Background: an optimization exercise with open tools, aiming at small area, a short achievable clock period and few clock cycles per item. Do not read the settings as production practice.
RTL that was checked went through simulation tests only; none was proved equivalent to the original.
For runs 5 to 8, only the layout was checked, not whether the RTL still works.
Power is estimated from default activity; no workload was simulated.

==> design.v <==
module ad5934_freq_encoder (
    input  wire        clk,
    input  wire        rst,         
    input  wire        in_valid,
    output wire        in_ready,
    input  wire [31:0] in_freq,
    input  wire [31:0] in_fclk,
    output reg         out_valid,
    output wire [23:0] out_code,
    output wire        out_err
);
    reg         busy;        
    reg  [4:0]  cnt;         
    reg         err;         
    reg  [32:0] rem;         
    reg  [23:0] qs;          
    assign in_ready = busy && (err || cnt == 5'd24);
    assign out_code = err ? 24'd0 : qs;
    assign out_err  = err;
    wire [32:0] a    = busy ? {rem[31:0], qs[23]}
                            : {1'b0, in_freq[24:0], in_fclk[31:25]};
    wire        sub  = ~busy | ~rem[32];
    wire [32:0] b    = {33{sub}} ^ {1'b0, in_fclk};
    wire [32:0] p0   = a ^ b;
    wire [32:0] g0   = (a & b) | {32'd0, p0[0] & sub};
    wire [32:0] gl [0:6];
    wire [32:0] pl [0:6];
    assign gl[0] = g0;
    assign pl[0] = p0;
    genvar l, i;
    generate
        for (l = 0; l < 6; l = l + 1) begin : lvl
            for (i = 0; i < 33; i = i + 1) begin : bitl
                if ((i >> l) & 1) begin : comb
                    localparam integer J = ((i >> l) << l) - 1;
                    assign gl[l+1][i] = gl[l][i] | (pl[l][i] & gl[l][J]);
                    assign pl[l+1][i] = pl[l][i] & pl[l][J];
                end else begin : pass
                    assign gl[l+1][i] = gl[l][i];
                    assign pl[l+1][i] = pl[l][i];
                end
            end
        end
    endgenerate
    wire [32:0] sum  = p0 ^ {gl[6][31:0], sub};
    wire        qbit = ~sum[32];
    always @(posedge clk) begin
        rem <= sum;
        if (!busy) begin
            qs  <= in_fclk[24:1];
            err <= (|in_freq[31:25]) | qbit;
            cnt <= 5'd1;
        end else begin
            qs  <= {qs[22:0], qbit};
            cnt <= cnt + 5'd1;
        end
        if (rst) begin
            busy      <= 1'b0;
            out_valid <= 1'b0;
        end else begin
            out_valid <= in_ready && in_valid;
            if (!busy)
                busy <= in_valid;
            else if (in_ready && in_valid)
                busy <= 1'b0;
        end
    end
endmodule
==> flow/run.sh <==
#!/bin/bash
# The standard layout (the standard.sh: standard synthesis, floorplan,
# placement, CTS, routing), with two changes:
# - the port buffers that placement inserts on every input and output are
#   plain sky130 buffers instead of the default delay-buffer cell;
# - clock tree synthesis without dummy loads.
# Each tool's output is kept in its own log here.
set -euo pipefail
export BUFFER_PORTS_ARGS="-buffer_cell sky130_fd_sc_hd__buf_1"
export CTS_ARGS="-sink_clustering_enable -repair_clock_nets -buf_list {sky130_fd_sc_hd__clkbuf_4 sky130_fd_sc_hd__clkbuf_8} -dont_use_dummy_load"
bash standard.sh > standard_make.log 2>&1
==> standard.sh <==
#!/bin/bash
# synth_recipe.tcl (not shown) runs the flow's synth.tcl, then flattens the netlist and writes it again
# the make line also repeats each setting of config.mk as NAME=value (left out here)
make -C /OpenROAD-flow-scripts/flow DESIGN_CONFIG=/design/flow/config.mk WORK_HOME=/design/flow/orfs CLKGATE_MAP_FILE= SYNTH_SCRIPT=/design/flow/synth_recipe.tcl "${@:-finish}"
==> config.mk <==
export PLATFORM = sky130hd
export DESIGN_NAME = ad5934_freq_encoder
export DESIGN_NICKNAME = ad5934_freq_encoder
export VERILOG_FILES = /design/flow/design.v
export SDC_FILE = /design/flow/constraint.sdc
export NUM_CORES = 4
export LEC_CHECK = 0
export CAP_MARGIN = 5
export CORE_MARGIN = 2
export CORE_UTILIZATION = 40
export CTS_BUF_LIST = sky130_fd_sc_hd__clkbuf_4 sky130_fd_sc_hd__clkbuf_8
export PLACE_DENSITY = 0.6
export SETUP_SLACK_MARGIN = 1.8
export SLEW_MARGIN = 5
==> constraint.sdc <==
create_clock -name core_clock -period 5.0 [get_ports {clk}]
set_input_delay 1.0000 -clock core_clock [delete_from_list [all_inputs] [get_ports {clk}]]
set_output_delay 1.0000 -clock core_clock [all_outputs]
set_load 0.01 [all_outputs]
==> impl_metrics.env, run 1 <==
export IMPL_boundaryPins=94
export IMPL_grt_max_degree=32
export IMPL_worstSetupStartpointType="input pin"
export IMPL_die_area_um2=10700
export IMPL_nets=594
export IMPL_yosys_warnings=1
export IMPL_drc=0
export IMPL_final_hold_viol_count=0
export IMPL_dr_pass1_iters=4
export IMPL_placeableCoreArea_um2=9680
export IMPL_grt_pass1_vias=2928
export IMPL_fillCellCount=949
export IMPL_netlist_area_um2=3950
export IMPL_synthXorXnorAreaFrac_pct=14.0
export IMPL_gr_usage_all_layers_pct=16.1
export IMPL_port_buffers=93
export IMPL_total_power_w=0.00208
export IMPL_synth_top_family_by_area="multiplexers"
export IMPL_synth_compound_area_share_pct=11.0
export IMPL_power_leakage_nw=1.85
export IMPL_rrSetupSlack_ps=2040
export IMPL_peakVddDrop_mv=0.167
export IMPL_dp_hpwl_mm=6.37
export IMPL_antenna_found_initial=0
export IMPL_yosys_area_share_simple_pct=9.35
export IMPL_reg2reg_depth=10
export IMPL_post_drt_via_cell_ratio=4.78
export IMPL_cts_buffers=9
export IMPL_die_width_um=103
export IMPL_area_growth_pct=17.5
export IMPL_totalWireLength_mm=8.21
export IMPL_relSlewSlack_pct=37.3
export IMPL_timing_fmax_mhz=332
export IMPL_ant_nets=0
export IMPL_ys_types=51
export IMPL_syn_inst=392
export IMPL_synth_adder_area_share_pct=12.7
export IMPL_powerDensity_nw_per_um2=450
export IMPL_synth_area_leaders="dfxtp_1, mux2_2, xor2_1, ha_1, nor2b_1"
export IMPL_cp_max_fo=4
export IMPL_fin_util_pct=47.9
export IMPL_hold_path_startpoint="cnt[0]$_SDFF_PN1_"
export IMPL_wl_per_cell_um=13.2
export IMPL_yosysMostFrequentCell="dfxtp_1"
export IMPL_hold_class="register to register"
export IMPL_initial_core_util_pct=40.7
export IMPL_die_h_um=103
export IMPL_finalClockSkew_ps=27.0
export IMPL_syn_avg_cell_area_um2=10.1
export IMPL_worst_slew_pin_slew_ps=941
export IMPL_fin_crit_sh_pct=60.2
export IMPL_synth_top_area_cell="dfxtp_1"
export IMPL_cp_end_kind="register"
export IMPL_min_period_ps=3010
export IMPL_gp_congestion=0.794
export IMPL_hold_depth=1
export IMPL_r2r_end="rem[19]$_DFF_P_"
export IMPL_status="complete, no violations"
export IMPL_ys_flop_type="dfxtp_1"
export IMPL_hold_end="cnt[0]$_SDFF_PN1_"
export IMPL_cts_htree_levels=3
export IMPL_grt_remaining_overflow=0
export IMPL_cts_root_buffer="clkbuf_8"
export IMPL_drive_gt1_share_pct=17.2
export IMPL_worstSetupPathType="input pin to register"
export IMPL_grt_pass1_wl_mm=13.3
export IMPL_synth_common_cells="dfxtp_1, mux2_2, xor2_1, ha_1, inv_1"
export IMPL_synthMuxAreaShare_pct=15.9
export IMPL_slew_violations=0
export IMPL_ys_seq_area_share_pct=33.2
export IMPL_cap_violations=0
export IMPL_synth_seq_cells=65
export IMPL_setup_tns_ps=0
export IMPL_row_count=36
export IMPL_worstPathRequired_ps=5210
export IMPL_cts_tree="done"
export IMPL_insertion_delay_ps=340
export IMPL_async_flop_share_pct=0
export IMPL_clk_path_buf_depth=2
export IMPL_crit_start="in_fclk[26]"
export IMPL_synth_edf_count=1
export IMPL_n_antenna_cell=0
export IMPL_timing_rr_start="busy$_SDFF_PP0_"
export IMPL_clk_pin_slew_ps=80
export IMPL_cts_sinks=65
export IMPL_syn_nets=496
export IMPL_drtIter0Drc=63
export IMPL_via_count=2967
export IMPL_setup_viol=0
export IMPL_synth_top_area_share_pct=32.5
export IMPL_cp_data_arrival_time_ps=3220
export IMPL_grt_setup_unrepaired="no"
## worst max path at each step
stage                     depth (start not counted)              end  slack (ps)
after floorplan                                  11  rem[15]$_DFF_P_        1800
after global placement                           10  rem[26]$_DFF_P_        1210
after detailed placement                         10  rem[26]$_DFF_P_        1160
after CTS                                        10  rem[19]$_DFF_P_        1870
after global routing                             10  rem[29]$_DFF_P_        1800
final                                            10  rem[15]$_DFF_P_        1990
## logic make-up after synthesis
group	Yosys count
buffers and inverters	40
and+or+nand+nor	68
xor gates and xnor gates	63
AOI/OAI and AO/OA	63
DFF	65
adders and majority gates	37
muxes	56
## per-stage QoR
stage,area [µm²],cells,worst slack [ps],hold slack [ps]
2_1_floorplan,3950,392,1800,397
3_3_place_gp,4430,608,1210,413
3_5_place_dp,4430,608,1160,415
4_1_cts,4600,618,1870,436
5_1_grt,4640,621,1800,459
6_report,4640,621,1990,436
## placed cells by master (no fill, tap or decap), types with 4 or more instances in the layout
cell,netlist,routed
xnor2_1,17,17
o21ai_0,9,9
mux2_2,53,53
fa_1,5,4
ha_1,32,32
dfxtp_1,64,63
nand2_1,13,12
nor2_1,12,12
a21oi_1,18,18
o21bai_1,6,6
xor2_1,46,46
nor2b_1,26,26
buf_1,2,92
clkbuf_8,0,9
inv_1,28,28
## power by group
group	leakage [nW]	internal (W)	switching [W]	total (W)
Combinational	1.23	0.000475	0.000520	0.000995
Clock	0.0647	0.000160	0.000174	0.000334
Sequential	0.546	0.000700	0.0000554	0.000756
Total	1.85	0.00134	0.000750	0.00208
## critical path, stage by stage
cell and delay, ps:
buf_1 90, mux2_2 290, fa_2 420, a211oi_2 270, o211ai_1 130, a21bo_2 260
a221o_1 340, a21oi_2 180, o21bai_1 90, xor2_1 140
## state kept, by name (all words and copies together) (netlist names)
name	flops
err	1
out_valid	1
busy	1
qs	24
cnt	5
rem	33
## area by class of cell
type	instances	area (µm²)	area share, %
clock buffers	9	124	2.67
multi-input cells	287	2520	54.3
inverters	28	105	2.27
repair buffers	99	410	8.85
well taps	133	166	3.59
flip-flops and latches	65	1320	28.4
## routing by layer
metal	track usage [%]	routed length [µm]	vias to the layer above
met2	27.2	3870	68
met4	5.16	98	0
met5	0	0	-
met3	4.30	437	8
li1	-	-	1538
met1	19.9	3810	1353
## what timing repair did
item | in CTS | in global routing
resized for setup | 6 | 4
buffers inserted | 1 | 3
pin swaps | 0 | 2
setup endpoints to repair | 28 | 16
hold buffers | 0 | 0
Testbench counts, summed over its fixed seeds: cycles 46,148, items 2,048.
==> run 2, diff against run 1 <==
==> config.mk (replaced) <==
export PLATFORM = sky130hd
export DESIGN_NAME = ad5934_freq_encoder
export DESIGN_NICKNAME = ad5934_freq_encoder
export VERILOG_FILES = /design/flow/design.v
export SDC_FILE = /design/flow/constraint.sdc
export NUM_CORES = 4
export LEC_CHECK = 0
export CAP_MARGIN = 20
export CORE_MARGIN = 2
export CORE_UTILIZATION = 55
export CTS_BUF_LIST = sky130_fd_sc_hd__clkbuf_4 sky130_fd_sc_hd__clkbuf_8
export PLACE_DENSITY = 0.7
export SETUP_SLACK_MARGIN = 1.8
export SLEW_MARGIN = 20
==> impl_metrics.env, run 2 <==
export IMPL_status="complete, no violations"
export IMPL_worst_slew_pin_slew_ps=970
export IMPL_ys_seq_area_share_pct=33.2
export IMPL_worstSetupStartpointType="input pin"
export IMPL_boundaryPins=94
export IMPL_met1_length_mm=3.65
export IMPL_relSlewSlack_pct=35.3
export IMPL_syn_avg_cell_area_um2=10.1
export IMPL_synth_common_cells="dfxtp_1, mux2_2, xor2_1, ha_1, inv_1"
export IMPL_final_cell_area_um2=4600
export IMPL_powerDensity_nw_per_um2=457
export IMPL_cp_slowest_cell="fa_1"
export IMPL_top_regs="rem (33), qs (24), cnt (5)"
export IMPL_holdWs_ps=447
export IMPL_setup_viol=0
export IMPL_row_count=30
export IMPL_fin_crit_sh_pct=62.1
export IMPL_cts_root_buffer="clkbuf_8"
export IMPL_die_width_um=88.7
export IMPL_peakVddDrop_mv=0.234
export IMPL_min_period_ps=3100
export IMPL_gp_congestion=0.781
export IMPL_initial_core_util_pct=57.4
export IMPL_stdcell_count=581
export IMPL_layout_commonest_cell="buf_1"
export IMPL_cts_sinks=65
export IMPL_post_drt_via_cell_ratio=5.12
export IMPL_clk_pin_slew_ps=70
export IMPL_area_growth_pct=16.5
export IMPL_grt_max_degree=38
export IMPL_grt_setup_unrepaired="yes"
export IMPL_ant_nets=0
export IMPL_yosysMostFrequentCell="dfxtp_1"
export IMPL_grt_pass1_wl_mm=13.0
export IMPL_port_buffers=93
export IMPL_wl_met2_mm=3.87
export IMPL_cts_htree_levels=3
export IMPL_ys_types=51
export IMPL_place_area_um2=4390
export IMPL_power_leakage_nw=1.84
export IMPL_cts_tree="done"
export IMPL_dr_pass1_iters=4
export IMPL_ys_flop_type="dfxtp_1"
export IMPL_final_cell_mix="buf_1, dfxtp_1, mux2_2, xor2_1, ha_1"
export IMPL_netlist_area_um2=3950
export IMPL_clk_path_buf_depth=2
export IMPL_cp_data_arrival_time_ps=3320
export IMPL_dp_hpwl_mm=5.88
export IMPL_cpPeakStageDelay_ps=450
export IMPL_via_count=2975
export IMPL_wl_per_cell_um=13.7
export IMPL_yosys_warnings=1
export IMPL_finalClockSkew_ps=14.1
export IMPL_slew_violations=0
export IMPL_dp_slack_ps=1490
export IMPL_antenna_found_initial=0
export IMPL_cap_violations=0
export IMPL_die_area_um2=7870
export IMPL_synth_top_area_share_pct=32.5
export IMPL_die_h_um=88.7
export IMPL_nets=591
export IMPL_syn_nets=496
export IMPL_setup_tns_ps=0
export IMPL_worstSetupPathType="input pin to register"
export IMPL_cp_end_kind="register"
export IMPL_drtIter0Drc=63
export IMPL_placeableCoreArea_um2=6870
export IMPL_grt_remaining_overflow=0
export IMPL_n_antenna_cell=0
export IMPL_worstPathRequired_ps=5220
export IMPL_ctsHoldBuffers=0
export IMPL_wl_met3_um=332
export IMPL_synth_edf_count=1
export IMPL_path_buf_inv=1
export IMPL_layout_setup_ws_ps=1900
export IMPL_syn_inst=392
export IMPL_postCtsSetupRepairBufs=0
export IMPL_fillCellCount=588
export IMPL_grt_pass1_vias=2987
export IMPL_crit_chain="buf_1 > nor2_1 > a21oi_1 > a22oi_1 > fa_1 > a211oi_2 > o211ai_1 > a21bo_2 > a221o_1 > a21oi_2 > o21bai_1 > xor2_1"
export IMPL_synth_top_area_cell="dfxtp_1"
export IMPL_async_flop_share_pct=0
export IMPL_cts_buffers=9
export IMPL_largest_register_ffs=33
export IMPL_synth_area_leaders="dfxtp_1, mux2_2, xor2_1, ha_1, nor2b_1"
export IMPL_gr_usage_all_layers_pct=21.2
export IMPL_drive_gt1_share_pct=16.7
export IMPL_final_hold_viol_count=0
export IMPL_maxUsedRoutingLayer="met4"
export IMPL_synth_seq_cells=65
export IMPL_largest_register="rem"
export IMPL_cp_max_fo=4
export IMPL_hold_class="register to register"
export IMPL_insertion_delay_ps=340
export IMPL_drc=0
export IMPL_timing_fmax_mhz=322
export IMPL_totalWireLength_mm=7.95
export IMPL_place_inst=571
export IMPL_cp_top_family="compound AO/OA/AOI/OAI gates"
run 2: power breakdown:
part,internal (W),switching (W)
Sequential,0.000700,0.0000562
Combinational,0.000476,0.000529
Clock,0.000160,0.000178
run 2: cells by family after synthesis:
family | after synthesis | share of synthesized area, %
AND/OR/NAND/NOR | 68 | 9.35
multiplexers | 56 | 15.9
buffers and inverters | 40 | 3.84
flip-flops | 65 | 33.2
adder cells (fa/ha/maj) | 37 | 12.7
XOR/XNOR | 63 | 14.0
AO/OA/AOI/OAI | 63 | 11.0
run 2: final timing paths:
kind	slack [ps]	startpoint	depth (start not counted)	end
max	1900	in_fclk[0]	12	rem[15]$_DFF_P_
min	450	cnt[0]$_SDFF_PN1_	1	cnt[0]$_SDFF_PN1_
max reg2reg	1900	busy$_SDFF_PP0_	10	rem[15]$_DFF_P_
min reg2reg	450	cnt[0]$_SDFF_PN1_	1	cnt[0]$_SDFF_PN1_
run 2: final cells by class:
class	instances	area, µm²	share of cell area, %
multi-input cells	287	2520	54.9
flip-flops and latches	65	1320	28.6
repair buffers	96	409	8.90
inverters	28	105	2.29
clock buffers	9	124	2.70
well taps	96	120	2.61
run 2: repair_timing:
action,4_1_cts,5_1_grt
endpoints found under the setup margin,16,11
cloned,0,1
gates resized for setup,3,12
hold endpoints to repair,0,0
run 2: worst register-to-register path: stages (launching register included):
cell	delay, ps
dfxtp_4	450
buf_8	230
mux2_2	390
fa_1	490
a211oi_2	240
o211ai_1	140
a21bo_2	260
a221o_1	340
a21oi_2	190
o21bai_1	90
xor2_1	140
run 2: metrics by stage:
stage | utilization [%] | power (W)
global route | 66.9 | 0.00228
global placement | 63.9 | 0.00172
CTS | 65.9 | 0.00209
floorplan | - | 0.00154
finish | 66.9 | 0.00210
detailed placement | 63.9 | 0.00174
run 2: metal layers:
| layer | vias to the layer above | track usage [%] |
|---|---|---|
| li1 | 1537 | - |
| met1 | 1369 | 25.4 |
| met2 | 62 | 36.4 |
| met3 | 7 | 6.25 |
| met4 | 0 | 6.47 |
| met5 | - | 0 |
==> run 3, diff against run 2 <==
==> flow/run.sh (replaced) <==
#!/bin/bash
# The standard layout (the standard.sh: standard synthesis, floorplan,
# placement, CTS, routing), with two changes:
# - the port buffers that placement inserts on every input and output are
#   plain sky130 buffers instead of the default delay-buffer cell;
# - clock tree synthesis without dummy loads, with a clkbuf_8 at the root
#   and clkbuf_4 below it.
# Each tool's output is kept in its own log here.
set -euo pipefail
export BUFFER_PORTS_ARGS="-buffer_cell sky130_fd_sc_hd__buf_1"
export CTS_ARGS="-sink_clustering_enable -repair_clock_nets -buf_list {sky130_fd_sc_hd__clkbuf_4} -root_buf sky130_fd_sc_hd__clkbuf_8 -dont_use_dummy_load"
bash standard.sh > standard_make.log 2>&1
--- a/config.mk
+++ b/config.mk
@@ -7,8 +7,8 @@
 export LEC_CHECK = 0
 export CAP_MARGIN = 20
 export CORE_MARGIN = 2
-export CORE_UTILIZATION = 55
+export CORE_UTILIZATION = 40
 export CTS_BUF_LIST = sky130_fd_sc_hd__clkbuf_4 sky130_fd_sc_hd__clkbuf_8
-export PLACE_DENSITY = 0.7
+export PLACE_DENSITY = 0.6
 export SETUP_SLACK_MARGIN = 1.8
 export SLEW_MARGIN = 20
==> impl_metrics.env, run 3 <==
export IMPL_status="complete, no violations"
export IMPL_hold_class="register to register"
export IMPL_synth_common_cells="dfxtp_1, mux2_2, xor2_1, ha_1, inv_1"
export IMPL_setup_viol=0
export IMPL_p_sw_w=0.000750
export IMPL_via_count=2967
export IMPL_insertion_delay_ps=340
export IMPL_die_area_um2=10700
export IMPL_ys_seq_area_share_pct=33.2
export IMPL_antenna_found_initial=0
export IMPL_timing_rr_start="busy$_SDFF_PP0_"
export IMPL_syn_inst=392
export IMPL_setup_tns_ps=0
export IMPL_p_int_w=0.00134
export IMPL_netlist_area_um2=3950
export IMPL_worst_slew_pin_slew_ps=941
export IMPL_worstPathRequired_ps=5210
export IMPL_hold_end="cnt[0]$_SDFF_PN1_"
export IMPL_power_frac_comb_pct=47.7
export IMPL_synth_top_area_share_pct=32.5
export IMPL_placeableCoreArea_um2=9680
export IMPL_drive_gt1_share_pct=17.2
export IMPL_largest_register_ffs=33
export IMPL_crit_start="in_fclk[26]"
export IMPL_syn_avg_cell_area_um2=10.1
export IMPL_seqPwrFrac_pct=36.2
export IMPL_worstSetupPathType="input pin to register"
export IMPL_power_leakage_nw=1.85
export IMPL_min_period_ps=3010
export IMPL_synth_edf_count=1
export IMPL_rrSetupSlack_ps=2040
export IMPL_boundaryPins=94
export IMPL_grt_setup_unrepaired="no"
export IMPL_cts_root_buffer="clkbuf_8"
export IMPL_clk_pin_slew_ps=80
export IMPL_row_count=36
export IMPL_cts_buffers=9
export IMPL_power_switching_share_pct=36.0
export IMPL_synth_area_leaders="dfxtp_1, mux2_2, xor2_1, ha_1, nor2b_1"
export IMPL_grt_pass1_wl_mm=13.3
export IMPL_clockPowerShare_pct=16.0
export IMPL_largest_register="rem"
export IMPL_r2r_end="rem[19]$_DFF_P_"
export IMPL_totalWireLength_mm=8.21
export IMPL_nets=594
export IMPL_drc=0
export IMPL_die_width_um=103
export IMPL_fin_crit_sh_pct=60.2
export IMPL_grt_remaining_overflow=0
export IMPL_syn_nets=496
export IMPL_reg2reg_depth=10
export IMPL_hold_depth=1
export IMPL_die_h_um=103
export IMPL_cap_violations=0
export IMPL_post_drt_via_cell_ratio=4.78
export IMPL_final_cell_mix="buf_1, dfxtp_1, mux2_2, xor2_1, ha_1"
export IMPL_cp_data_arrival_time_ps=3220
export IMPL_finalClockSkew_ps=27.0
export IMPL_place_area_um2=4430
export IMPL_dp_hpwl_mm=6.37
export IMPL_peakVddDrop_mv=0.167
export IMPL_area_growth_pct=17.5
export IMPL_layout_commonest_cell="buf_1"
export IMPL_gr_usage_all_layers_pct=16.1
export IMPL_final_hold_viol_count=0
export IMPL_hold_path_startpoint="cnt[0]$_SDFF_PN1_"
export IMPL_synth_top_area_cell="dfxtp_1"
export IMPL_port_buffers=93
export IMPL_relSlewSlack_pct=37.3
export IMPL_grt_max_degree=32
export IMPL_cp_max_fo=4
export IMPL_yosysMostFrequentCell="dfxtp_1"
export IMPL_cts_sinks=65
export IMPL_initial_core_util_pct=40.7
export IMPL_slew_violations=0
export IMPL_powerDensity_nw_per_um2=450
export IMPL_clk_path_buf_depth=2
export IMPL_yosys_warnings=1
export IMPL_ys_flop_type="dfxtp_1"
export IMPL_worstSetupStartpointType="input pin"
export IMPL_async_flop_share_pct=0
export IMPL_cts_tree="done"
export IMPL_dr_pass1_iters=4
export IMPL_top_regs="rem (33), qs (24), cnt (5)"
export IMPL_final_cell_area_um2=4640
export IMPL_grt_pass1_vias=2928
export IMPL_ant_nets=0
export IMPL_cp_end_kind="register"
export IMPL_n_antenna_cell=0
export IMPL_cts_htree_levels=3
export IMPL_timing_fmax_mhz=332
export IMPL_gp_congestion=0.794
export IMPL_synth_seq_cells=65
export IMPL_wl_per_cell_um=13.2
export IMPL_ys_types=51
export IMPL_drtIter0Drc=63
==> run 3: changes by cell type in the layout (fill, tap and decap cells not counted), sizes merged <==
cell  before  now
buf       95   98
==> run 3: layout make-up <==
type | count | area [µm²]
repair buffers | 99 | 410
fillers | 949 | 5050
multi-input cells | 287 | 2520
inverters | 28 | 105
well taps | 133 | 166
flip-flops and latches | 65 | 1320
clock buffers | 9 | 124
==> run 3: metrics by stage <==
stage	power, W	util, %	setup slack (ps)	hold WS [ps]	instances
final	0.00208	47.9	1990	436	621
after global routing	0.00228	47.9	1800	459	621
after CTS	0.00211	47.5	1870	436	618
after detailed placement	0.00174	45.8	1160	415	608
after global placement	0.00172	45.8	1210	413	608
after floorplan	0.00154	-	1800	397	392
==> run 3: how the worst max path moves through the flow <==
stage                 endpoint  cells past startpoint
2_1_floorplan  rem[15]$_DFF_P_                     11
3_3_place_gp   rem[26]$_DFF_P_                     10
3_5_place_dp   rem[26]$_DFF_P_                     10
4_1_cts        rem[19]$_DFF_P_                     10
5_1_grt        rem[29]$_DFF_P_                     10
6_report       rem[15]$_DFF_P_                     10
==> run 3: kinds of logic (layout without fill, tap and decap cells) <==
logic type / Yosys count / in the layout / share of synthesized area [%]
mux: 56 / 56 / 15.9
fa+ha+maj: 37 / 37 / 12.7
compound gates: 63 / 63 / 11.0
buf+inv: 40 / 136 / 3.84
flops: 65 / 65 / 33.2
xor+xnor: 63 / 63 / 14.0
simple gates: 68 / 68 / 9.35
==> run 3: critical path: stages <==
cell,delay (ps)
buf_1,90
mux2_2,290
fa_2,420
a211oi_2,270
o211ai_1,130
a21bo_2,260
a221o_1,340
a21oi_2,180
o21bai_1,90
xor2_1,140
==> run 3: power groups by stage <==
| stage | registers [W] | clock network (W) | logic (W) |
|---|---|---|---|
| finish | 0.000756 | 0.000334 | 0.000995 |
| global route | 0.000771 | 0.000368 | 0.00114 |
| CTS | 0.000759 | 0.000350 | 0.000998 |
| detailed placement | 0.000767 | 0 | 0.000978 |
| global placement | 0.000762 | 0 | 0.000956 |
| floorplan | 0.000741 | 0 | 0.000803 |
==> run 3: what timing repair did <==
| action | in CTS | in global routing |
|---|---|---|
| setup buffers | 1 | 3 |
| resized for setup | 6 | 4 |
| hold buffers | 0 | 0 |
| pin swaps | 0 | 2 |
| setup endpoints to repair | 28 | 16 |
==> run 3: per-layer routing <==
layer,GRT usage (%),vias to the layer above,wire length [µm]
li1,-,1538,-
met1,19.9,1353,3810
met2,27.2,68,3870
met3,4.30,8,437
met4,5.16,0,98
met5,0,-,0
==> run 4, diff against run 3 <==
==> flow/run.sh (replaced) <==
#!/bin/bash
# The standard layout (the standard.sh: standard synthesis, floorplan,
# placement, CTS, routing), with two changes:
# - the port buffers that placement inserts on every input and output are
#   plain sky130 buffers instead of the default delay-buffer cell;
# - clock tree synthesis without dummy loads, sinks clustered in groups of up to 24.
# Each tool's output is kept in its own log here.
set -euo pipefail
export BUFFER_PORTS_ARGS="-buffer_cell sky130_fd_sc_hd__buf_1"
export CTS_ARGS="-sink_clustering_enable -repair_clock_nets -buf_list {sky130_fd_sc_hd__clkbuf_4 sky130_fd_sc_hd__clkbuf_8} -dont_use_dummy_load -sink_clustering_size 24 -sink_clustering_max_diameter 150 -sink_clustering_levels 1"
bash standard.sh > standard_make.log 2>&1
==> impl_metrics.env, run 4 <==
export IMPL_synth_top_area_share_pct=32.5
export IMPL_cts_buffers=9
export IMPL_post_drt_via_cell_ratio=4.78
export IMPL_worst_slew_pin_slew_ps=941
export IMPL_setup_tns_ps=0
export IMPL_cts_htree_levels=3
export IMPL_area_growth_pct=17.5
export IMPL_placeableCoreArea_um2=9680
export IMPL_grt_setup_unrepaired="no"
export IMPL_cp_end_kind="register"
export IMPL_powerDensity_nw_per_um2=450
export IMPL_cts_tree="done"
export IMPL_hold_class="register to register"
export IMPL_slew_violations=0
export IMPL_row_count=36
export IMPL_syn_avg_cell_area_um2=10.1
export IMPL_drive_gt1_share_pct=17.2
export IMPL_reg2reg_depth=10
export IMPL_ys_seq_area_share_pct=33.2
export IMPL_largest_register="rem"
export IMPL_power_leakage_nw=1.85
export IMPL_grt_pass1_vias=2928
export IMPL_async_flop_share_pct=0
export IMPL_dp_slack_ps=1160
export IMPL_synth_area_leaders="dfxtp_1, mux2_2, xor2_1, ha_1, nor2b_1"
export IMPL_antenna_found_initial=0
export IMPL_n_antenna_cell=0
export IMPL_gp_congestion=0.794
export IMPL_grt_max_degree=32
export IMPL_worstPathRequired_ps=5210
export IMPL_die_h_um=103
export IMPL_synth_seq_cells=65
export IMPL_relSlewSlack_pct=37.3
export IMPL_ys_flop_type="dfxtp_1"
export IMPL_place_area_um2=4430
export IMPL_drtIter0Drc=63
export IMPL_die_width_um=103
export IMPL_synth_top_area_cell="dfxtp_1"
export IMPL_cts_root_buffer="clkbuf_8"
export IMPL_gr_usage_all_layers_pct=16.1
export IMPL_place_inst=608
export IMPL_min_period_ps=3010
export IMPL_layout_setup_ws_ps=1990
export IMPL_wl_per_cell_um=13.2
export IMPL_top_regs="rem (33), qs (24), cnt (5)"
export IMPL_ctsHoldBuffers=0
export IMPL_fin_crit_sh_pct=60.2
export IMPL_yosys_warnings=1
export IMPL_ys_types=51
export IMPL_crit_start="in_fclk[26]"
export IMPL_yosysMostFrequentCell="dfxtp_1"
export IMPL_fin_util_pct=47.9
export IMPL_r2r_end="rem[19]$_DFF_P_"
export IMPL_syn_inst=392
export IMPL_clk_path_buf_depth=2
export IMPL_nets=594
export IMPL_peakVddDrop_mv=0.167
export IMPL_timing_fmax_mhz=332
export IMPL_boundaryPins=94
export IMPL_totalWireLength_mm=8.21
export IMPL_stdcell_count=621
export IMPL_ant_nets=0
export IMPL_synth_common_cells="dfxtp_1, mux2_2, xor2_1, ha_1, inv_1"
export IMPL_netlist_area_um2=3950
export IMPL_dp_hpwl_mm=6.37
export IMPL_syn_nets=496
export IMPL_final_cell_area_um2=4640
export IMPL_synth_edf_count=1
export IMPL_via_count=2967
export IMPL_finalClockSkew_ps=27.0
export IMPL_cp_max_fo=4
export IMPL_setup_viol=0
export IMPL_die_area_um2=10700
export IMPL_crit_end="rem[15]$_DFF_P_"
export IMPL_dr_pass1_iters=4
export IMPL_status="complete, no violations"
export IMPL_clk_pin_slew_ps=80
export IMPL_final_cell_mix="buf_1, dfxtp_1, mux2_2, xor2_1, ha_1"
export IMPL_final_hold_viol_count=0
export IMPL_cts_sinks=65
export IMPL_worstSetupStartpointType="input pin"
export IMPL_port_buffers=93
export IMPL_grt_remaining_overflow=0
export IMPL_timing_rr_start="busy$_SDFF_PP0_"
export IMPL_rrSetupSlack_ps=2040
export IMPL_cp_data_arrival_time_ps=3220
export IMPL_grt_pass1_wl_mm=13.3
export IMPL_initial_core_util_pct=40.7
export IMPL_layout_commonest_cell="buf_1"
export IMPL_largest_register_ffs=33
export IMPL_cap_violations=0
export IMPL_insertion_delay_ps=340
export IMPL_worstSetupPathType="input pin to register"
export IMPL_drc=0
==> run 4: cell counts in the layout (fill, tap and decap cells not counted) <==
No cell type changed its count.
==> run 4: cell type report <==
type	instances	area, µm²
timing repair buffer	99	410
tap	133	166
multi-input combinational	287	2520
inverter	28	105
fill	949	5050
clock buffer	9	124
sequential	65	1320
==> run 4: critical path: stages <==
cell	delay, ps
buf_1	90
mux2_2	290
fa_2	420
a211oi_2	270
o211ai_1	130
a21bo_2	260
a221o_1	340
a21oi_2	180
o21bai_1	90
xor2_1	140
==> run 4: logic make-up after synthesis <==
kind of cell | share of synthesized area, %
adders and majority gates | 12.7
AOI/OAI and AO/OA | 11.0
and+or+nand+nor | 9.35
muxes | 15.9
DFF | 33.2
buffers and inverters | 3.84
xor gates and xnor gates | 14.0
==> run 4: routing by layer <==
| layer | share of wire, % | GRT usage, % | up-vias |
|---|---|---|---|
| li1 | - | - | 1538 |
| met1 | 46 | 19.9 | 1353 |
| met2 | 47 | 27.2 | 68 |
| met3 | 5.3 | 4.30 | 8 |
| met4 | 1.2 | 5.16 | 0 |
| met5 | 0 | 0 | - |
==> run 4: what timing repair did <==
item	CTS	global route
endpoints found under the setup margin	28	16
resized for setup	6	4
pin swaps	0	2
setup buffers	1	3
hold endpoints to repair	0	0
==> run 4: report_power, final <==
group | internal, W | switching, W | total [W]
combinational | 0.000475 | 0.000520 | 0.000995
clock | 0.000160 | 0.000174 | 0.000334
sequential | 0.000700 | 0.0000554 | 0.000756
==> run 4: how the worst min path moves through the flow <==
stage,from,end,slack [ps],cells past startpoint
floorplan,cnt[0]$_SDFF_PN1_,cnt[0]$_SDFF_PN1_,400,1
detailed placement,cnt[0]$_SDFF_PN1_,cnt[0]$_SDFF_PN1_,420,1
global placement,cnt[0]$_SDFF_PN1_,cnt[0]$_SDFF_PN1_,410,1
global route,cnt[0]$_SDFF_PN1_,cnt[0]$_SDFF_PN1_,460,1
finish,cnt[0]$_SDFF_PN1_,cnt[0]$_SDFF_PN1_,440,1
CTS,cnt[0]$_SDFF_PN1_,cnt[0]$_SDFF_PN1_,440,1
==> run 4: stage by stage <==
step	power, W	hold slack [ps]
4_1_cts	0.00211	436
2_1_floorplan	0.00154	397
3_3_place_gp	0.00172	413
3_5_place_dp	0.00174	415
6_report	0.00208	436
5_1_grt	0.00228	459
==> run 5, diff against run 4 <==
--- a/design.v
+++ b/design.v
@@ -20,29 +20,7 @@
     wire [32:0] a    = busy ? {rem[31:0], qs[23]}
                             : {1'b0, in_freq[24:0], in_fclk[31:25]};
     wire        sub  = ~busy | ~rem[32];
-    wire [32:0] b    = {33{sub}} ^ {1'b0, in_fclk};
-    wire [32:0] p0   = a ^ b;
-    wire [32:0] g0   = (a & b) | {32'd0, p0[0] & sub};
-    wire [32:0] gl [0:6];
-    wire [32:0] pl [0:6];
-    assign gl[0] = g0;
-    assign pl[0] = p0;
-    genvar l, i;
-    generate
-        for (l = 0; l < 6; l = l + 1) begin : lvl
-            for (i = 0; i < 33; i = i + 1) begin : bitl
-                if ((i >> l) & 1) begin : comb
-                    localparam integer J = ((i >> l) << l) - 1;
-                    assign gl[l+1][i] = gl[l][i] | (pl[l][i] & gl[l][J]);
-                    assign pl[l+1][i] = pl[l][i] & pl[l][J];
-                end else begin : pass
-                    assign gl[l+1][i] = gl[l][i];
-                    assign pl[l+1][i] = pl[l][i];
-                end
-            end
-        end
-    endgenerate
-    wire [32:0] sum  = p0 ^ {gl[6][31:0], sub};
+    wire [32:0] sum  = a + ({33{sub}} ^ {1'b0, in_fclk}) + {32'd0, sub};
     wire        qbit = ~sum[32];
     always @(posedge clk) begin
         rem <= sum;
==> run.sh (new file) <==
#!/bin/bash
# synth_recipe.tcl (not shown) runs the flow's synth.tcl, then flattens the netlist and writes it again
# the make line also repeats each setting of config.mk as NAME=value (left out here)
make -C /OpenROAD-flow-scripts/flow DESIGN_CONFIG=/design/flow/config.mk WORK_HOME=/design/flow/orfs CLKGATE_MAP_FILE= SYNTH_SCRIPT=/design/flow/synth_recipe.tcl finish
--- a/config.mk
+++ b/config.mk
@@ -8,7 +8,5 @@
 export CAP_MARGIN = 20
 export CORE_MARGIN = 2
 export CORE_UTILIZATION = 40
-export CTS_BUF_LIST = sky130_fd_sc_hd__clkbuf_4 sky130_fd_sc_hd__clkbuf_8
 export PLACE_DENSITY = 0.6
-export SETUP_SLACK_MARGIN = 1.8
 export SLEW_MARGIN = 20
removed: flow/run.sh
removed: standard.sh
==> impl_metrics.env, run 5 <==
export IMPL_timing_fmax_mhz=267
export IMPL_netlist_area_um2=4450
export IMPL_ant_nets=0
export IMPL_cts_htree_levels=3
export IMPL_powerDensity_nw_per_um2=456
export IMPL_top_regs="rem (33), qs (24), cnt (5)"
export IMPL_synth_seq_cells=65
export IMPL_reg2reg_depth=10
export IMPL_die_width_um=109
export IMPL_hold_path_startpoint="cnt[0]$_SDFF_PN1_"
export IMPL_post_drt_via_cell_ratio=5.27
export IMPL_worstSetupStartpointType="input pin"
export IMPL_cp_max_fo=4
export IMPL_synth_top_area_share_pct=28.8
export IMPL_r2r_end="rem[29]$_DFF_P_"
export IMPL_holdWs_ps=422
export IMPL_min_period_ps=3740
export IMPL_path_buf_inv=1
export IMPL_wl_met3_um=543
export IMPL_relSlewSlack_pct=58.0
export IMPL_die_h_um=109
export IMPL_ctsHoldBuffers=0
export IMPL_wl_per_cell_um=15.8
export IMPL_final_hold_viol_count=0
export IMPL_synth_area_leaders="dfxtp_1, mux2_2, ha_1, xor2_1, a21oi_1"
export IMPL_status="complete, no violations"
export IMPL_worst_slew_pin_slew_ps=614
export IMPL_hold_depth=1
export IMPL_antenna_found_initial=0
export IMPL_synth_common_cells="dfxtp_1, mux2_2, xor2_1, a21oi_1, nand2_1"
export IMPL_cp_end_kind="register"
export IMPL_crit_chain="clkdlybuf4s50_1 > or2_1 > a32oi_2 > fa_1 > a211o_1 > a2111oi_2 > nor4_1 > o21ai_1 > a21boi_0 > xor2_1 > nand3_1"
export IMPL_fin_crit_sh_pct=74.9
export IMPL_dr_pass1_iters=4
export IMPL_postCtsResizedCells=0
export IMPL_largest_register_ffs=33
export IMPL_cp_top_family="compound AO/OA/AOI/OAI gates"
export IMPL_cp_slowest_cell="clkdlybuf4s50_1"
export IMPL_cts_tree="done"
export IMPL_rrSetupSlack_ps=1370
export IMPL_syn_avg_cell_area_um2=9.12
export IMPL_fillCellCount=1054
export IMPL_grt_pass1_wl_mm=18.6
export IMPL_cap_violations=0
export IMPL_synth_top_area_cell="dfxtp_1"
export IMPL_placeableCoreArea_um2=10800
export IMPL_dp_hpwl_mm=8.79
export IMPL_initial_core_util_pct=41.0
export IMPL_worstSetupPathType="input pin to register"
export IMPL_drive_gt1_share_pct=14.0
export IMPL_n_antenna_cell=0
export IMPL_yosys_warnings=1
export IMPL_met1_length_mm=5.27
export IMPL_cts_sinks=65
export IMPL_clk_pin_slew_ps=70
export IMPL_grt_pass1_vias=3860
export IMPL_async_flop_share_pct=0
export IMPL_timing_rr_start="busy$_SDFF_PP0_"
export IMPL_ys_flop_type="dfxtp_1"
export IMPL_drtIter0Drc=125
export IMPL_clk_path_buf_depth=2
export IMPL_via_count=3776
export IMPL_setup_tns_ps=0
export IMPL_cp_data_arrival_time_ps=3810
export IMPL_setup_viol=0
export IMPL_postCtsSetupRepairBufs=0
export IMPL_row_count=38
export IMPL_wl_met2_mm=5.32
export IMPL_ys_types=51
export IMPL_syn_nets=589
export IMPL_totalWireLength_mm=11.3
export IMPL_slew_violations=0
export IMPL_peakVddDrop_mv=0.179
export IMPL_power_leakage_nw=2.21
export IMPL_die_area_um2=12000
export IMPL_area_growth_pct=27.7
export IMPL_worstPathRequired_ps=5070
export IMPL_hold_class="register to register"
export IMPL_syn_inst=488
export IMPL_synth_edf_count=1
export IMPL_layout_commonest_cell="clkdlybuf4s50_1"
export IMPL_final_cell_mix="clkdlybuf4s50_1, dfxtp_1, mux2_2, xor2_1, a21oi_1"
export IMPL_insertion_delay_ps=330
export IMPL_grt_remaining_overflow=0
export IMPL_cts_root_buffer="clkbuf_8"
export IMPL_gp_congestion=0.872
export IMPL_cts_buffers=9
export IMPL_port_buffers=93
export IMPL_cpPeakStageDelay_ps=560
export IMPL_yosysMostFrequentCell="dfxtp_1"
export IMPL_drc=0
export IMPL_grt_setup_unrepaired="no"
export IMPL_hold_end="cnt[0]$_SDFF_PN1_"
export IMPL_ys_seq_area_share_pct=29.5
export IMPL_maxUsedRoutingLayer="met4"
export IMPL_grt_max_degree=37
export IMPL_boundaryPins=94
export IMPL_nets=673
export IMPL_finalClockSkew_ps=4.80
export IMPL_largest_register="rem"
export IMPL_gr_usage_all_layers_pct=20.0
run 5: cell count changes in the layout (fill, tap and decap cells not counted), moves of 11 or more:
cell	before	now
nor2_1	12	23
buf_1	92	0
a21oi_1	18	43
inv_1	28	12
clkdlybuf4s50_1	0	93
nand2_1	12	36
run 5: cell type report:
| class | instances | area [µm²] | area share (%) |
|---|---|---|---|
| multi-input cells | 386 | 3000 | 52.7 |
| well taps | 140 | 175 | 3.08 |
| clock buffers | 13 | 159 | 2.80 |
| repair buffers | 98 | 981 | 17.3 |
| flip-flops and latches | 65 | 1310 | 23.1 |
| inverters | 12 | 45.0 | 0.793 |
| clock inverters | 3 | 15.0 | 0.264 |
run 5: where the power goes:
| group | internal (W) | switching [W] | total (W) |
|---|---|---|---|
| Combinational | 0.000621 | 0.000810 | 0.00143 |
| Clock | 0.000205 | 0.000206 | 0.000412 |
| Sequential | 0.000698 | 0.0000506 | 0.000749 |
| Total | 0.00153 | 0.00107 | 0.00259 |
run 5: cells by family (layout without fill, tap and decap cells):
family	after synthesis	after routing	share of synthesized area (%)
AOI/OAI and AO/OA	117	117	18.1
DFF	65	65	29.5
xor gates and xnor gates	66	66	13.0
buffers and inverters	37	126	3.21
and+or+nand+nor	113	113	12.4
muxes	56	56	14.1
adders and majority gates	34	34	9.73
run 5: layer usage:
layer / vias to the layer above / GRT usage [%]
li1: 1911 / -
met1: 1758 / 25.1
met2: 92 / 34.0
met3: 15 / 4.27
met4: 0 / 6.51
met5: - / 0
run 5: worst register-to-register path: cells and delay by family (launching register included):
kind / cells / cell delay (ps)
flops: 1 / 660
buf+inv: 1 / 280
xor+xnor: 1 / 150
mux: 1 / 390
simple gates: 2 / 600
fa+ha+maj: 1 / 390
compound gates: 4 / 1050
run 5: per-stage QoR:
| stage | worst slack, ps | area, µm² | power, W | util, % | std cells |
|---|---|---|---|---|---|
| detailed placement | 901 | 5510 | 0.00218 | 50.8 | 701 |
| global route | 1020 | 5680 | 0.00282 | 52.4 | 717 |
| finish | 1260 | 5680 | 0.00259 | 52.4 | 717 |
| floorplan | 1470 | 4450 | 0.00184 | - | 488 |
| global placement | 1010 | 5510 | 0.00218 | 50.8 | 701 |
| CTS | 1260 | 5680 | 0.00261 | 52.4 | 717 |
run 5: worst max path at each step:
stage               slack, ps  depth (start not counted)       startpoint             to
floorplan                1470                         13  busy$_SDFF_PP0_  err$_DFFE_PN_
global placement         1010                         11       in_fclk[0]  err$_DFFE_PN_
detailed placement        900                         11       in_fclk[0]  err$_DFFE_PN_
CTS                      1260                         11       in_fclk[0]  err$_DFFE_PN_
global route             1020                         11       in_fclk[0]  err$_DFFE_PN_
finish                   1260                         11       in_fclk[0]  err$_DFFE_PN_
==> run 6, diff against run 5 <==
--- a/config.mk
+++ b/config.mk
@@ -9,4 +9,5 @@
 export CORE_MARGIN = 2
 export CORE_UTILIZATION = 40
 export PLACE_DENSITY = 0.6
+export SETUP_SLACK_MARGIN = 1.6
 export SLEW_MARGIN = 20
==> impl_metrics.env, run 6 <==
export IMPL_hold_depth=1
export IMPL_cts_htree_levels=3
export IMPL_cts_root_buffer="clkbuf_8"
export IMPL_cp_end_kind="register"
export IMPL_yosys_area_share_simple_pct=12.4
export IMPL_drtIter0Drc=106
export IMPL_via_count=3752
export IMPL_worstSetupPathType="input pin to register"
export IMPL_nets=687
export IMPL_placeableCoreArea_um2=10800
export IMPL_status="complete, no violations"
export IMPL_fillCellCount=990
export IMPL_yosys_warnings=1
export IMPL_row_count=38
export IMPL_cts_sinks=65
export IMPL_min_period_ps=3310
export IMPL_largest_register_ffs=33
export IMPL_setup_tns_ps=0
export IMPL_synth_adder_area_share_pct=9.73
export IMPL_wl_per_cell_um=15.9
export IMPL_dp_hpwl_mm=8.68
export IMPL_syn_nets=589
export IMPL_drc=0
export IMPL_cts_tree="done"
export IMPL_port_buffers=93
export IMPL_clk_pin_slew_ps=80
export IMPL_n_antenna_cell=0
export IMPL_top_regs="rem (33), qs (24), cnt (5)"
export IMPL_synth_area_leaders="dfxtp_1, mux2_2, ha_1, xor2_1, a21oi_1"
export IMPL_hold_class="register to register"
export IMPL_relSlewSlack_pct=65.6
export IMPL_ctsHoldBuffers=0
export IMPL_post_drt_via_cell_ratio=5.13
export IMPL_worstSetupStartpointType="input pin"
export IMPL_crit_start="in_freq[6]"
export IMPL_ys_seq_area_share_pct=29.5
export IMPL_initial_core_util_pct=41.0
export IMPL_place_area_um2=5510
export IMPL_gr_usage_all_layers_pct=19.8
export IMPL_final_cell_area_um2=6240
export IMPL_ys_types=51
export IMPL_hold_path_startpoint="cnt[0]$_SDFF_PN1_"
export IMPL_dr_pass1_iters=4
export IMPL_ant_nets=0
export IMPL_worst_slew_pin_slew_ps=516
export IMPL_hold_end="cnt[0]$_SDFF_PN1_"
export IMPL_die_width_um=109
export IMPL_cp_data_arrival_time_ps=3590
export IMPL_ys_flop_type="dfxtp_1"
export IMPL_cts_buffers=9
export IMPL_area_growth_pct=40.2
export IMPL_layout_commonest_cell="clkdlybuf4s50_1"
export IMPL_power_leakage_nw=2.45
export IMPL_peakVddDrop_mv=0.188
export IMPL_synth_common_cells="dfxtp_1, mux2_2, xor2_1, a21oi_1, nand2_1"
export IMPL_timing_rr_start="busy$_SDFF_PP0_"
export IMPL_grt_pass1_wl_mm=18.5
export IMPL_drive_gt1_share_pct=24.4
export IMPL_fin_crit_sh_pct=66.3
export IMPL_die_h_um=109
export IMPL_final_hold_viol_count=0
export IMPL_boundaryPins=94
export IMPL_synth_top_family_by_area="compound AO/OA/AOI/OAI gates"
export IMPL_netlist_area_um2=4450
export IMPL_synth_compound_area_share_pct=18.1
export IMPL_largest_register="rem"
export IMPL_slew_violations=0
export IMPL_syn_avg_cell_area_um2=9.12
export IMPL_yosysMostFrequentCell="dfxtp_1"
export IMPL_reg2reg_depth=10
export IMPL_setup_viol=0
export IMPL_r2r_end="rem[31]$_DFF_P_"
export IMPL_grt_max_degree=39
export IMPL_holdWs_ps=419
export IMPL_final_cell_mix="clkdlybuf4s50_1, dfxtp_1, mux2_2, xor2_1"
export IMPL_synth_seq_cells=65
export IMPL_grt_pass1_vias=3846
export IMPL_timing_fmax_mhz=302
export IMPL_antenna_found_initial=0
export IMPL_async_flop_share_pct=0
export IMPL_grt_setup_unrepaired="yes"
export IMPL_rrSetupSlack_ps=1820
export IMPL_worstPathRequired_ps=5280
export IMPL_powerDensity_nw_per_um2=471
export IMPL_cp_max_fo=4
export IMPL_cap_violations=0
export IMPL_clk_path_buf_depth=2
export IMPL_grt_remaining_overflow=0
export IMPL_syn_inst=488
export IMPL_die_area_um2=12000
export IMPL_totalWireLength_mm=11.6
export IMPL_synthMuxAreaShare_pct=14.1
export IMPL_gp_congestion=0.871
export IMPL_synth_edf_count=1
export IMPL_synth_top_area_share_pct=28.8
export IMPL_finalClockSkew_ps=8.97
export IMPL_synthXorXnorAreaFrac_pct=13.0
export IMPL_synth_top_area_cell="dfxtp_1"
export IMPL_insertion_delay_ps=350
==> run 6: through the flow <==
step           setup slack [ps]  total power [W]  util [%]  instances
3_3_place_gp                973          0.00218      50.8        701
6_report                   1690          0.00294      57.5        731
4_1_cts                    1560          0.00271      53.8        724
3_5_place_dp                917          0.00218      50.8        701
5_1_grt                    1580          0.00315      57.5        731
2_1_floorplan              1600          0.00184         -        488
==> run 6: layout make-up <==
| class | instances | area, µm² | area share [%] |
|---|---|---|---|
| multi-input combinational | 386 | 3400 | 54.5 |
| sequential | 65 | 1320 | 21.1 |
| timing repair buffer | 112 | 1110 | 17.8 |
| tap | 140 | 175 | 2.81 |
| clock buffer | 13 | 149 | 2.39 |
| inverter | 12 | 45.0 | 0.722 |
| clock inverter | 3 | 40.0 | 0.642 |
==> run 6: per-layer routing <==
| layer | part of all wire (%) | GRT usage [%] |
|---|---|---|
| met4 | 1.6 | 6.96 |
| met5 | 0 | 0 |
| met3 | 4.3 | 4.15 |
| met2 | 47 | 32.7 |
| met1 | 47 | 25.5 |
==> run 6: repair_timing <==
action / 4_1_cts / 5_1_grt
gates resized for setup: 21 / 71
pin swaps: 8 / 19
setup buffers: 7 / 7
setup endpoints to repair: 15 / 14
==> run 6: how the worst max path moves through the flow <==
stage | to | slack, ps | depth (start not counted)
after floorplan | err$_DFFE_PN_ | 1600 | 13
after global placement | err$_DFFE_PN_ | 970 | 11
after detailed placement | err$_DFFE_PN_ | 920 | 11
after CTS | err$_DFFE_PN_ | 1560 | 10
after global routing | err$_DFFE_PN_ | 1580 | 10
final | rem[31]$_DFF_P_ | 1690 | 10
==> run 6: cells by family (layout without fill, tap and decap cells) <==
group	after synthesis	in the layout
AO/OA/AOI/OAI	117	117
AND/OR/NAND/NOR	113	113
XOR/XNOR	66	66
flip-flops	65	65
multiplexers	56	56
buffers and inverters	37	140
adder cells (fa/ha/maj)	34	34
==> run 6: report_power, final <==
part	switching [W]	internal (W)
clock	0.000206	0.000243
sequential	0.0000531	0.000699
combinational	0.000935	0.000799
total	0.00119	0.00174
==> run 6: worst max-delay path, cell delays in order <==
cell,delay [ps]
clkdlybuf4s50_1,420
mux2_2,290
ha_4,300
nand2_4,80
a31o_1,190
or4_4,500
o21ai_4,180
a21oi_4,100
o41ai_4,360
xor2_1,180
==> run 7, diff against run 6 <==
--- a/config.mk
+++ b/config.mk
@@ -8,6 +8,6 @@
 export CAP_MARGIN = 20
 export CORE_MARGIN = 2
 export CORE_UTILIZATION = 40
+export CTS_BUF_LIST = sky130_fd_sc_hd__clkbuf_2 sky130_fd_sc_hd__clkbuf_4
 export PLACE_DENSITY = 0.6
-export SETUP_SLACK_MARGIN = 1.6
 export SLEW_MARGIN = 20
==> impl_metrics.env, run 7 <==
export IMPL_status="complete, no violations"
export IMPL_worstPathRequired_ps=5300
export IMPL_clockPowerShare_pct=12.2
export IMPL_boundaryPins=94
export IMPL_gr_usage_all_layers_pct=19.8
export IMPL_syn_avg_cell_area_um2=9.12
export IMPL_dp_slack_ps=901
export IMPL_ys_seq_area_share_pct=29.5
export IMPL_hold_path_startpoint="cnt[0]$_SDFF_PN1_"
export IMPL_cpPeakStageDelay_ps=670
export IMPL_yosys_warnings=1
export IMPL_powerDensity_nw_per_um2=442
export IMPL_cp_max_fo=36
export IMPL_die_h_um=109
export IMPL_cts_sinks=65
export IMPL_grt_pass1_wl_mm=18.4
export IMPL_drive_gt1_share_pct=14.0
export IMPL_power_frac_comb_pct=57.6
export IMPL_cp_slowest_cell="dfxtp_2"
export IMPL_async_flop_share_pct=0
export IMPL_insertion_delay_ps=410
export IMPL_die_width_um=109
export IMPL_power_leakage_nw=2.19
export IMPL_final_hold_viol_count=0
export IMPL_seqPwrFrac_pct=30.2
export IMPL_largest_register="rem"
export IMPL_place_area_um2=5510
export IMPL_hold_class="register to register"
export IMPL_synth_area_leaders="dfxtp_1, mux2_2, ha_1, xor2_1, a21oi_1"
export IMPL_cts_buffers=9
export IMPL_timing_rr_start="busy$_SDFF_PP0_"
export IMPL_ys_flop_type="dfxtp_1"
export IMPL_p_sw_w=0.00105
export IMPL_synth_top_area_share_pct=28.8
export IMPL_totalWireLength_mm=11.3
export IMPL_wl_per_cell_um=15.8
export IMPL_final_cell_mix="clkdlybuf4s50_1, dfxtp_1, mux2_2, xor2_1, a21oi_1"
export IMPL_synth_seq_cells=65
export IMPL_synth_edf_count=1
export IMPL_antenna_found_initial=0
export IMPL_grt_max_degree=37
export IMPL_crit_chain="buf_12 > mux2_2 > ha_1 > a21oi_1 > o21ai_0 > nor3b_1 > or4_1 > a211oi_1 > a311oi_2 > xor2_1"
export IMPL_regArea_um2=1310
export IMPL_top_regs="rem (33), qs (24), cnt (5)"
export IMPL_port_buffers=93
export IMPL_power_switching_share_pct=42.5
export IMPL_cp_top_family="compound AO/OA/AOI/OAI gates"
export IMPL_dp_hpwl_mm=8.79
export IMPL_postCtsResizedCells=0
export IMPL_timing_fmax_mhz=274
export IMPL_drtIter0Drc=103
export IMPL_clk_path_buf_depth=2
export IMPL_area_growth_pct=26.2
export IMPL_initial_core_util_pct=41.0
export IMPL_n_antenna_cell=0
export IMPL_grt_remaining_overflow=0
export IMPL_dr_pass1_iters=4
export IMPL_min_period_ps=3660
export IMPL_yosysMostFrequentCell="dfxtp_1"
export IMPL_postCtsSetupRepairBufs=0
export IMPL_via_count=3761
export IMPL_fillCellCount=1063
export IMPL_setup_tns_ps=0
export IMPL_nets=673
export IMPL_layout_setup_ws_ps=1340
export IMPL_total_power_w=0.00248
export IMPL_syn_nets=589
export IMPL_final_cell_area_um2=5610
export IMPL_worstSetupStartpointType="register"
export IMPL_synth_top_area_cell="dfxtp_1"
export IMPL_cap_violations=0
export IMPL_cts_htree_levels=3
export IMPL_worst_slew_pin_slew_ps=637
export IMPL_ant_nets=0
export IMPL_ys_types=51
export IMPL_netlist_area_um2=4450
export IMPL_slew_violations=0
export IMPL_cts_root_buffer="clkbuf_4"
export IMPL_rrSetupSlack_ps=1340
export IMPL_syn_inst=488
export IMPL_ctsHoldBuffers=0
export IMPL_setup_viol=0
export IMPL_crit_start="busy$_SDFF_PP0_"
export IMPL_worstSetupPathType="register to register"
export IMPL_post_drt_via_cell_ratio=5.25
export IMPL_synth_common_cells="dfxtp_1, mux2_2, xor2_1, a21oi_1, nand2_1"
export IMPL_peakVddDrop_mv=0.158
export IMPL_path_buf_inv=1
export IMPL_relSlewSlack_pct=57.1
export IMPL_drc=0
export IMPL_row_count=38
export IMPL_largest_register_ffs=33
export IMPL_grt_setup_unrepaired="no"
export IMPL_clk_pin_slew_ps=110
export IMPL_grt_pass1_vias=3858
export IMPL_die_area_um2=12000
export IMPL_cp_data_arrival_time_ps=3960
export IMPL_placeableCoreArea_um2=10800
export IMPL_layout_commonest_cell="clkdlybuf4s50_1"
export IMPL_gp_congestion=0.872
export IMPL_p_int_w=0.00143
export IMPL_holdWs_ps=431
export IMPL_fin_crit_sh_pct=73.1
export IMPL_finalClockSkew_ps=4.72
export IMPL_multi_input_area_um2=3000
export IMPL_cp_end_kind="register"
export IMPL_cts_tree="done"
## run 7: cell counts after synthesis
Identical to the previous run, type by type.
## run 7: path summary, 6_finish.rpt
| kind | end | depth (start not counted) |
|---|---|---|
| min | cnt[0]$_SDFF_PN1_ | 1 |
| max | rem[29]$_DFF_P_ | 10 |
| max reg2reg | rem[29]$_DFF_P_ | 10 |
| min reg2reg | cnt[0]$_SDFF_PN1_ | 1 |
## run 7: metrics by stage
step | cells | utilization (%)
6_report | 717 | 51.8
5_1_grt | 717 | 51.8
4_1_cts | 717 | 51.8
3_5_place_dp | 701 | 50.8
3_3_place_gp | 701 | 50.8
2_1_floorplan | 488 | -
## run 7: cells by family (layout without fill, tap and decap cells)
group / count (synthesis) / after routing / share of synthesized area, %
compound gates: 117 / 117 / 18.1
buf+inv: 37 / 126 / 3.21
fa+ha+maj: 34 / 34 / 9.73
xor+xnor: 66 / 66 / 13.0
simple gates: 113 / 113 / 12.4
flops: 65 / 65 / 29.5
mux: 56 / 56 / 14.1
## run 7: worst reg2reg max path: stages (launching register included)
cell and delay [ps]:
dfxtp_2 670, buf_12 290, mux2_2 390, ha_1 390
a21oi_1 330, o21ai_0 180, nor3b_1 180, or4_1 420
a211oi_1 450, a311oi_2 100, xor2_1 150
## run 7: area by class of cell
| type | instances | area share [%] |
|---|---|---|
| Clock buffer | 11 | 1.47 |
| Sequential cell | 65 | 23.4 |
| Inverter | 12 | 0.802 |
| Clock inverter | 5 | 0.401 |
| Timing Repair Buffer | 98 | 17.5 |
| Multi-Input combinational cell | 386 | 53.4 |
| Tap cell | 140 | 3.12 |
## run 7: per-layer routing
layer  vias to the layer above  wire length [µm]  global-route usage, %
li1                       1909                 -                      -
met1                      1743              5280                   24.6
met2                        88              5260                   33.5
met3                        21               523                   4.51
met4                         0               252                   7.23
met5                         -                 0                      0
## run 7: power groups by stage
stage / Combinational [W] / Sequential (W) / Clock [W]
after floorplan: 0.00110 / 0.000738 / 0
after global placement: 0.00142 / 0.000759 / 0
after detailed placement: 0.00142 / 0.000763 / 0
after CTS: 0.00143 / 0.000750 / 0.000321
after global routing: 0.00159 / 0.000766 / 0.000345
final: 0.00143 / 0.000749 / 0.000303
==> run 8, diff against run 7 <==
==> flow/run.sh (new file) <==
#!/bin/bash
# The standard layout (the standard.sh: standard synthesis, floorplan,
# placement, CTS, routing), with the port buffers that placement inserts on
# every input and output made plain sky130 buffers instead of the default
# delay-buffer cell. Each tool's output is kept in its own log here.
set -euo pipefail
export BUFFER_PORTS_ARGS="-buffer_cell sky130_fd_sc_hd__buf_1"
bash standard.sh > standard_make.log 2>&1
==> standard.sh (new file) <==
#!/bin/bash
# synth_recipe.tcl (not shown) runs the flow's synth.tcl, then flattens the netlist and writes it again
# the make line also repeats each setting of config.mk as NAME=value (left out here)
make -C /OpenROAD-flow-scripts/flow DESIGN_CONFIG=/design/flow/config.mk WORK_HOME=/design/flow/orfs CLKGATE_MAP_FILE= SYNTH_SCRIPT=/design/flow/synth_recipe.tcl "${@:-finish}"
--- a/config.mk
+++ b/config.mk
@@ -10,4 +10,5 @@
 export CORE_UTILIZATION = 40
 export CTS_BUF_LIST = sky130_fd_sc_hd__clkbuf_2 sky130_fd_sc_hd__clkbuf_4
 export PLACE_DENSITY = 0.6
+export SETUP_SLACK_MARGIN = 1.5
 export SLEW_MARGIN = 20
removed: run.sh
==> impl_metrics.env, run 8 <==
export IMPL_final_cell_mix="buf_1, dfxtp_1, mux2_2, xor2_1, a21oi_1"
export IMPL_synth_top_area_share_pct=28.8
export IMPL_synth_common_cells="dfxtp_1, mux2_2, xor2_1, a21oi_1, nand2_1"
export IMPL_antenna_found_initial=0
export IMPL_fillCellCount=1107
export IMPL_cts_htree_levels=3
export IMPL_setup_viol=0
export IMPL_placeableCoreArea_um2=10800
export IMPL_n_antenna_cell=0
export IMPL_hold_class="register to register"
export IMPL_wl_per_cell_um=15.6
export IMPL_largest_register="rem"
export IMPL_cts_sinks=65
export IMPL_boundaryPins=94
export IMPL_cp_data_arrival_time_ps=3480
export IMPL_gr_usage_all_layers_pct=18.9
export IMPL_cap_violations=0
export IMPL_initial_core_util_pct=41.0
export IMPL_total_power_w=0.00258
export IMPL_die_width_um=109
export IMPL_top_regs="rem (33), qs (24), cnt (5)"
export IMPL_regArea_um2=1320
export IMPL_cts_root_buffer="clkbuf_4"
export IMPL_ant_nets=0
export IMPL_power_leakage_nw=1.98
export IMPL_layout_commonest_cell="buf_1"
export IMPL_clk_pin_slew_ps=120
export IMPL_die_area_um2=12000
export IMPL_min_period_ps=3320
export IMPL_worstPathRequired_ps=5170
export IMPL_via_count=3739
export IMPL_synth_edf_count=1
export IMPL_cts_tree="done"
export IMPL_cts_buffers=9
export IMPL_gp_congestion=0.870
export IMPL_status="complete, no violations"
export IMPL_netlist_area_um2=4450
export IMPL_insertion_delay_ps=420
export IMPL_drtIter0Drc=151
export IMPL_multi_input_area_um2=3020
export IMPL_dp_hpwl_mm=8.46
export IMPL_drc=0
export IMPL_worst_slew_pin_slew_ps=639
export IMPL_worstSetupStartpointType="input pin"
export IMPL_syn_avg_cell_area_um2=9.12
export IMPL_nets=672
export IMPL_powerDensity_nw_per_um2=502
export IMPL_timing_fmax_mhz=302
export IMPL_die_h_um=109
export IMPL_grt_setup_unrepaired="no"
export IMPL_postCtsSetupRepairBufs=0
export IMPL_grt_remaining_overflow=0
export IMPL_port_buffers=93
export IMPL_async_flop_share_pct=0
export IMPL_area_growth_pct=15.4
export IMPL_drive_gt1_share_pct=14.4
export IMPL_relSlewSlack_pct=56.3
export IMPL_grt_max_degree=63
export IMPL_cp_max_fo=4
export IMPL_grt_pass1_wl_mm=17.4
export IMPL_ys_types=51
export IMPL_totalWireLength_mm=11.1
export IMPL_place_inst=699
export IMPL_ys_flop_type="dfxtp_1"
export IMPL_syn_inst=488
export IMPL_cp_end_kind="register"
export IMPL_yosysMostFrequentCell="dfxtp_1"
export IMPL_setup_tns_ps=0
export IMPL_syn_nets=589
export IMPL_yosys_warnings=1
export IMPL_grt_pass1_vias=3641
export IMPL_post_drt_via_cell_ratio=5.22
export IMPL_clk_path_buf_depth=2
export IMPL_ctsHoldBuffers=0
export IMPL_dr_pass1_iters=4
export IMPL_final_hold_viol_count=0
export IMPL_fin_crit_sh_pct=66.3
export IMPL_synth_top_area_cell="dfxtp_1"
export IMPL_stdcell_count=716
export IMPL_worstSetupPathType="input pin to register"
export IMPL_row_count=38
export IMPL_synth_seq_cells=65
export IMPL_finalClockSkew_ps=19.3
export IMPL_synth_area_leaders="dfxtp_1, mux2_2, ha_1, xor2_1, a21oi_1"
export IMPL_ys_seq_area_share_pct=29.5
export IMPL_largest_register_ffs=33
export IMPL_slew_violations=0
export IMPL_peakVddDrop_mv=0.176
run 8: logic make-up (layout without fill, tap and decap cells):
group	after synthesis	after routing	share of synthesized area, %
simple gates	113	113	12.4
compound gates	117	117	18.1
fa+ha+maj	34	34	9.73
mux	56	56	14.1
flops	65	65	29.5
xor+xnor	66	66	13.0
buf+inv	37	125	3.21
run 8: final cells by class:
| class | count | area share, % |
|---|---|---|
| Multi-Input combinational cell | 386 | 58.8 |
| Timing Repair Buffer | 97 | 8.19 |
| Tap cell | 140 | 3.41 |
| Clock inverter | 6 | 1.61 |
| Inverter | 12 | 0.877 |
| Sequential cell | 65 | 25.6 |
| Clock buffer | 10 | 1.46 |
run 8: final timing paths:
| path | start | to | slack [ps] | cells after the start |
|---|---|---|---|---|
| worst max-delay path | in_fclk[0] | err$_DFFE_PN_ | 1680 | 11 |
| worst min-delay path | cnt[0]$_SDFF_PN1_ | cnt[0]$_SDFF_PN1_ | 440 | 1 |
| worst max register to register | busy$_SDFF_PP0_ | err$_DFFE_PN_ | 1690 | 10 |
| worst min register to register | cnt[0]$_SDFF_PN1_ | cnt[0]$_SDFF_PN1_ | 440 | 1 |
run 8: critical path, cell delays in order:
cell	delay, ps
buf_1	180
or2_1	150
a32oi_2	170
fa_1	460
a211o_1	360
a2111oi_4	350
nor4_2	100
o21ai_1	220
a21boi_0	170
xor2_1	210
nand3_1	120
run 8: per-stage QoR:
| stage | setup slack (ps) | cell area [µm²] | hold WS, ps | util [%] |
|---|---|---|---|---|
| 2_1_floorplan | 1600 | 4450 | 388 | - |
| 3_3_place_gp | 1300 | 4900 | 399 | 45.2 |
| 3_5_place_dp | 1150 | 4900 | 407 | 45.2 |
| 4_1_cts | 1370 | 5060 | 435 | 46.7 |
| 5_1_grt | 1530 | 5130 | 463 | 47.4 |
| 6_report | 1680 | 5130 | 435 | 47.4 |
run 8: report_power, final:
group	internal [W]	switching [W]	total, W
logic	0.000594	0.000826	0.00142
clock network	0.000206	0.000204	0.000410
registers	0.000697	0.0000491	0.000746
total	0.00150	0.00108	0.00258
run 8: per-layer routing:
layer	global-route usage [%]	share of wire [%]	up-vias	wire, µm
li1	-	-	1910	-
met1	24.2	47	1739	5230
met2	31.7	47	76	5270
met3	3.20	4.0	14	443
met4	7.23	1.8	0	199
met5	0	0	-	0
run 8: what timing repair did:
item,CTS,global route
gates cloned,0,1
gates resized for setup,2,9
setup endpoints to repair,10,11

[separate check: timing with driven ports]
No port has a modelled driver above. Below, the same layouts with a new extraction and two added sets of constraints.
Step 1: set_driving_cell puts a clkbuf_16 on clk and a buf_2 on each other input, an assumption about the parent block.
Step 2 adds t to the input delays and takes it off the output delays; t is the mean of the earliest and latest rising clock arrival at the registers after step 1. Input paths then give back, and output paths get back, about the clock's delay inside the block.
a / b / c = ideal ports / drivers / drivers and shift; a / b = the first two.
run	shift t [ns]	slack for setup (ns)	hold slack, ns	pins driven straight from the clock port
run 1	0.361	1.988 / 1.996 / 1.634	0.436 / 0.436 / 0.436	1
run 2	0.365	1.897 / 1.904 / 1.539	0.447 / 0.447 / 0.447	1
run 3	0.361	1.988 / 1.996 / 1.634	0.436 / 0.436 / 0.436	1
run 4	0.361	1.988 / 1.996 / 1.634	0.436 / 0.436 / 0.436	1
run 5	0.364	1.256 / 1.249 / 0.884	0.422 / 0.422 / 0.422	1
run 6	0.378	1.687 / 1.697 / 1.320	0.419 / 0.419 / 0.419	1
run 7	0.434	1.344 / 1.341 / 0.907	0.431 / 0.431 / 0.431	1
run 8	0.444	1.685 / 1.672 / 1.228	0.435 / 0.435 / 0.435	1
After both steps setup and hold are still met in every run listed. The setup slack of run 8, which loses most, moves by -0.013 ns with the drivers and by -0.457 ns with both steps.
